Source: an optimization exercise on an open RTL-to-GDS flow (aim: small area, a short achievable clock period and few clock cycles). Production flows keep margins and buffers that such runs may drop. Function was checked by simulation only, so behaviour that the tests miss may differ from the original. No activity file was given, so power comes from the tool's default toggle rates.

==> flow/design.v <==
module lsxgt_value_encoder (
    input  wire        clk,
    input  wire        rst,         
    input  wire [2:0]  dt,          
    input  wire        in_valid,
    output wire        in_ready,
    input  wire [7:0]  in_data,     
    input  wire        in_end,      
    output wire        out_valid,
    input  wire        out_ready,
    output wire [7:0]  out_data,    
    output wire        out_end,     
    output wire [1:0]  out_err,     
    output wire [15:0] out_pos      
);
    reg  [71:0] ps;         
    reg         fresh;      
    reg         bad;        
    reg         ovf;        
    reg  [2:0]  pdt;        
    reg  [15:0] pos;        
    reg         drain;      
    reg         hold;       
    reg         hend;       
    reg         stall;      
    reg         obusy, oH0, oH1, oV, oE;
    reg         olast;      
    reg         onov;       
    reg         oend;       
    reg  [1:0]  oerr;
    reg  [7:0]  ob;         
    reg  [7:0]  nb;         
    reg  [7:1]  oc;         
    reg  [7:1]  own;        
    function [3:0] carry10;
        input [8:0] x;
        begin
            carry10[3] = (x >= 9'd205);
            carry10[2] = (x >= 9'd103) && (x < 9'd205);
            carry10[1] = ((x >= 9'd52) && (x < 9'd103)) || ((x >= 9'd154) && (x < 9'd205)) ||
                         (x >= 9'd256);
            carry10[0] = ((x >= 9'd26) && (x < 9'd52)) || ((x >= 9'd77) && (x < 9'd103)) ||
                         ((x >= 9'd128) && (x < 9'd154)) || ((x >= 9'd180) && (x < 9'd205)) ||
                         ((x >= 9'd231) && (x < 9'd256));
        end
    endfunction
    wire [7:0] own0 = {own, 1'b0};           
    reg [71:0] n_ps;
    integer j;
    always @(*) begin : step
        reg [8:0]  v, vp;
        reg [3:0]  b;
        reg [7:0]  m;
        for (j = 0; j < 8; j = j + 1) begin
            v  = ps[9*j +: 9];
            vp = (j == 0) ? 9'd0 : ps[9*(j-1) +: 9];
            b  = (j == 0) ? in_data[3:0] : (own0[j-1] ? 4'd0 : carry10(vp));
            m  = {v[4:0], 3'd0} + {v[6:0], 1'd0};       
            if (fresh)
                n_ps[9*j +: 9] = (j == 0) ? {5'd0, in_data[3:0]} : 9'd0;
            else
                n_ps[9*j +: 9] = {1'b0, m} + {5'd0, b};
        end
    end
    wire ovf_set = !fresh && !own[7] && (ps[71:63] >= 9'd26);
    reg [8:0] pcy;
    reg [7:0] ge;
    always @(*) begin : resolve
        reg [8:0] v;
        reg       any;
        pcy[0] = 1'b0;
        for (j = 0; j < 8; j = j + 1) begin
            v = ps[9*j +: 9];
            pcy[j+1] = v[8] | ((&v[7:0]) & pcy[j]);
        end
        any = 1'b0;
        ge[0] = 1'b1;
        for (j = 7; j >= 1; j = j - 1) begin
            any = any | (ps[9*j +: 9] != 9'd0);
            ge[j] = any | pcy[j];
        end
    end
    reg [7:1] bown;
    reg       novalue;
    always @(*) begin
        novalue = 1'b0;
        case (pdt)
            3'd0: bown = 7'b0000000;
            3'd1: begin
                bown = ge[7] ? 7'b1111111 : ge[5] ? 7'b0011111 : ge[3] ? 7'b0000111 : 7'b0000001;
                novalue = !ge[1];
                if (!ge[1]) bown = 7'b0000000;
            end
            3'd2: bown = ge[6] ? 7'b1111111 : ge[4] ? 7'b0011111 : ge[2] ? 7'b0000111 : 7'b0000001;
            3'd3: bown = ge[4] ? 7'b1111111 : 7'b0000111;
            default: bown = 7'b1111111;
        endcase
    end
    wire [7:1] rd = own & ~own0[6:0];
    reg  [7:0] rsel;
    reg        rcy;
    always @(*) begin
        rsel = 8'd0;
        rcy  = 1'b0;
        for (j = 1; j < 8; j = j + 1) begin
            rsel = rsel | ({8{rd[j]}} & ps[9*j +: 8]);
            rcy  = rcy | (rd[j] & oc[j]);
        end
    end
    wire [7:0] rbyte = rsel + {7'd0, rcy};
    wire beat_in  = in_valid && in_ready;
    wire is_comma = (in_data == 8'h2C);
    wire is_digit = (in_data >= 8'h30) && (in_data <= 8'h39);
    wire term     = in_end || is_comma;
    wire digit_in = beat_in && !term;
    wire act      = beat_in && term && !drain;
    wire p_unknown = (pdt >= 3'd5);
    wire p_err     = p_unknown || bad || ovf || pcy[8];
    wire [1:0] p_code = p_unknown ? 2'd2 : 2'd1;
    wire ofinal   = oE || (olast && !oend);
    wire deliver  = obusy && out_ready;
    wire can_load = !obusy || (out_ready && ofinal);
    wire step_v   = deliver && (oH1 || oV) && !olast;    
    wire [7:1] rel = {7{step_v}} & rd;
    wire now_item = act && (!fresh || in_end);
    wire attach   = !hold && now_item && fresh && !can_load && !oE && !oend;
    wire go_hold  = !hold && now_item && !can_load && !attach;
    wire load     = can_load && (hold || now_item);
    wire iend     = hold ? hend : in_end;
    wire blk      = !fresh && !p_err;
    wire errk     = !fresh && p_err;
    wire fin      = (act && !go_hold && !hold) || (hold && can_load);
    wire [7:1] own_n = own & ~rel;
    wire       fresh_n = fin || (fresh && !digit_in) || (beat_in && drain && in_end);
    reg        stall_n;
    always @(*) begin
        stall_n = 1'b0;
        for (j = 1; j < 8; j = j + 1)
            if (own_n[j] && !(j > 1 && own_n[j-1]) && !own0[j-1] &&
                (ps[9*(j-1) +: 9] >= 9'd2))
                stall_n = 1'b1;
        if (fresh || fresh_n)
            stall_n = 1'b0;
    end
    always @(posedge clk) begin
        if (rst) begin
            fresh <= 1'b1;
            bad   <= 1'b0;
            ovf   <= 1'b0;
            pos   <= 16'd0;
            drain <= 1'b0;
            hold  <= 1'b0;
            stall <= 1'b0;
        end else begin
            stall <= stall_n;
            if (digit_in) begin
                fresh <= 1'b0;
                if (!is_digit) bad <= 1'b1;
                if (ovf_set) ovf <= 1'b1;
            end
            if (fin) begin
                fresh <= 1'b1;
                bad   <= 1'b0;
                ovf   <= 1'b0;
                if (load && errk)
                    drain <= !iend;
                else
                    pos <= iend ? 16'd0 : pos + 16'd1;
            end
            if (beat_in && drain && in_end) begin
                drain <= 1'b0;
                fresh <= 1'b1;
                bad   <= 1'b0;
                ovf   <= 1'b0;
                pos   <= 16'd0;
            end
            if (deliver && oE && (oerr != 2'd0))
                pos <= 16'd0;
            if (go_hold)
                hold <= 1'b1;
            else if (can_load)
                hold <= 1'b0;
        end
        if (go_hold)
            hend <= in_end;
        if (digit_in) begin
            ps[8:0] <= n_ps[8:0];
            pdt     <= dt;
        end
        for (j = 1; j < 8; j = j + 1)
            if (rel[j])
                ps[9*j +: 9] <= 9'd0;
            else if (digit_in && !own[j])
                ps[9*j +: 9] <= n_ps[9*j +: 9];
        if (rst) begin
            obusy <= 1'b0;
            oH0 <= 1'b0; oH1 <= 1'b0; oV <= 1'b0; oE <= 1'b0;
            oerr <= 2'd0;
            own  <= 7'd0;
        end else if (can_load) begin
            obusy <= load;
            oH0   <= load && blk;
            oH1   <= 1'b0;
            oV    <= 1'b0;
            oE    <= load && !blk;
            oerr  <= (load && errk) ? p_code : 2'd0;
            oend  <= iend;
            olast <= 1'b0;
            onov  <= novalue;
            own   <= (load && blk) ? bown : 7'd0;
            oc    <= pcy[7:1];
            ob    <= (pdt == 3'd0) ? 8'h01 : 8'h20;
            nb    <= ps[7:0];
        end else begin
            if (attach)
                oend <= 1'b1;
            own <= own_n;
            if (deliver) begin
                if (oH0) begin
                    oH0   <= 1'b0;
                    oH1   <= 1'b1;
                    ob    <= 8'h00;
                    olast <= onov;
                end
                if (oH1 || oV) begin
                    oH1 <= 1'b0;
                    if (olast) begin
                        oV  <= 1'b0;
                        oE  <= 1'b1;
                    end else begin
                        oV    <= 1'b1;
                        ob    <= nb;
                        nb    <= rbyte;
                        olast <= (own == 7'd0);
                    end
                end
            end
        end
    end
    assign in_ready  = !hold && !stall && !(oE && (oerr != 2'd0));
    assign out_valid = obusy;
    assign out_end   = oE;
    assign out_data  = ob;
    assign out_err   = oerr;
    assign out_pos   = (oerr != 2'd0) ? pos : 16'd0;
endmodule
clock: 5.0 ns
lec_check: 0
cap_margin: 20
core_margin: 2
core_utilization: 40
setup_slack_margin: 1.8
slew_margin: 20
run.sh (not shown) runs the stock make flow with config.mk's settings and CLKGATE_MAP_FILE= SYNTH_SCRIPT=/design/flow/synth_recipe.tcl, a recipe that flattens the netlist after the stock synthesis.
Testbench counts at the start, summed over its fixed seeds: cycles 28,132.
Then changed:
--- a/flow/design.v
+++ b/flow/design.v
@@ -51,14 +51,16 @@
         reg [8:0]  v, vp;
         reg [3:0]  b;
-        reg [7:0]  m;
+        reg [8:0]  s;
+        reg        h0;
         for (j = 0; j < 8; j = j + 1) begin
             v  = ps[9*j +: 9];
             vp = (j == 0) ? 9'd0 : ps[9*(j-1) +: 9];
             b  = (j == 0) ? in_data[3:0] : (own0[j-1] ? 4'd0 : carry10(vp));
-            m  = {v[4:0], 3'd0} + {v[6:0], 1'd0};       
+            s  = {v[5:0], 3'd0} + {v[7:0], 1'd0} + {5'd0, b};
+            h0 = v[5] ^ v[7] ^ (({1'b0, v[4:0]} + {1'b0, v[6:2]}) >> 5);
             if (fresh)
                 n_ps[9*j +: 9] = (j == 0) ? {5'd0, in_data[3:0]} : 9'd0;
             else
-                n_ps[9*j +: 9] = {1'b0, m} + {5'd0, b};
+                n_ps[9*j +: 9] = {s[8] ^ h0, s[7:0]};
         end
     end
Synthesized area rises by 6.3%.
Cell count went up by 7.3%.
Core utilization increases by 3.3 points.
Combinational power rises by 15%.
Non-clock buffer count went up by 43.
Testbench counts after the change, summed over its fixed seeds: cycles 28,132.

[afterwards: timing with drivers on the ports]
In the flow no input, the clock included, has a driving cell. The finished layouts below were timed again as built, in two steps.
Step 1 (the two cells are an assumption about what drives the block):
set clk [get_ports {clk}]
set_driving_cell -lib_cell sky130_fd_sc_hd__clkbuf_16 $clk
set_driving_cell -lib_cell sky130_fd_sc_hd__buf_2 [delete_from_list [all_inputs] $clk]
Step 2 moves the port delays by t, midway between the first and last clock arrival at a register: inputs arrive t later, outputs are due t later. That takes back most of the time a late clock gives input paths.
Slacks: no drivers / after step 1 / after step 2; pairs: no drivers / after step 1.
run | shift t [ns] | setup slack, ns | clock arrival spread, ns | worst data-port slew with drivers (ns)
the first run | 0.478 | 1.905 / 1.932 / 1.454 | 0.014 / 0.014 | 0.04
the second run | 0.478 | 1.869 / 1.869 / 1.453 | 0.012 / 0.012 | 0.04
After both steps every run listed still meets setup and hold. For the first run, which loses most, drivers alone change the setup slack by +0.027 ns; drivers and shift together by -0.451 ns.
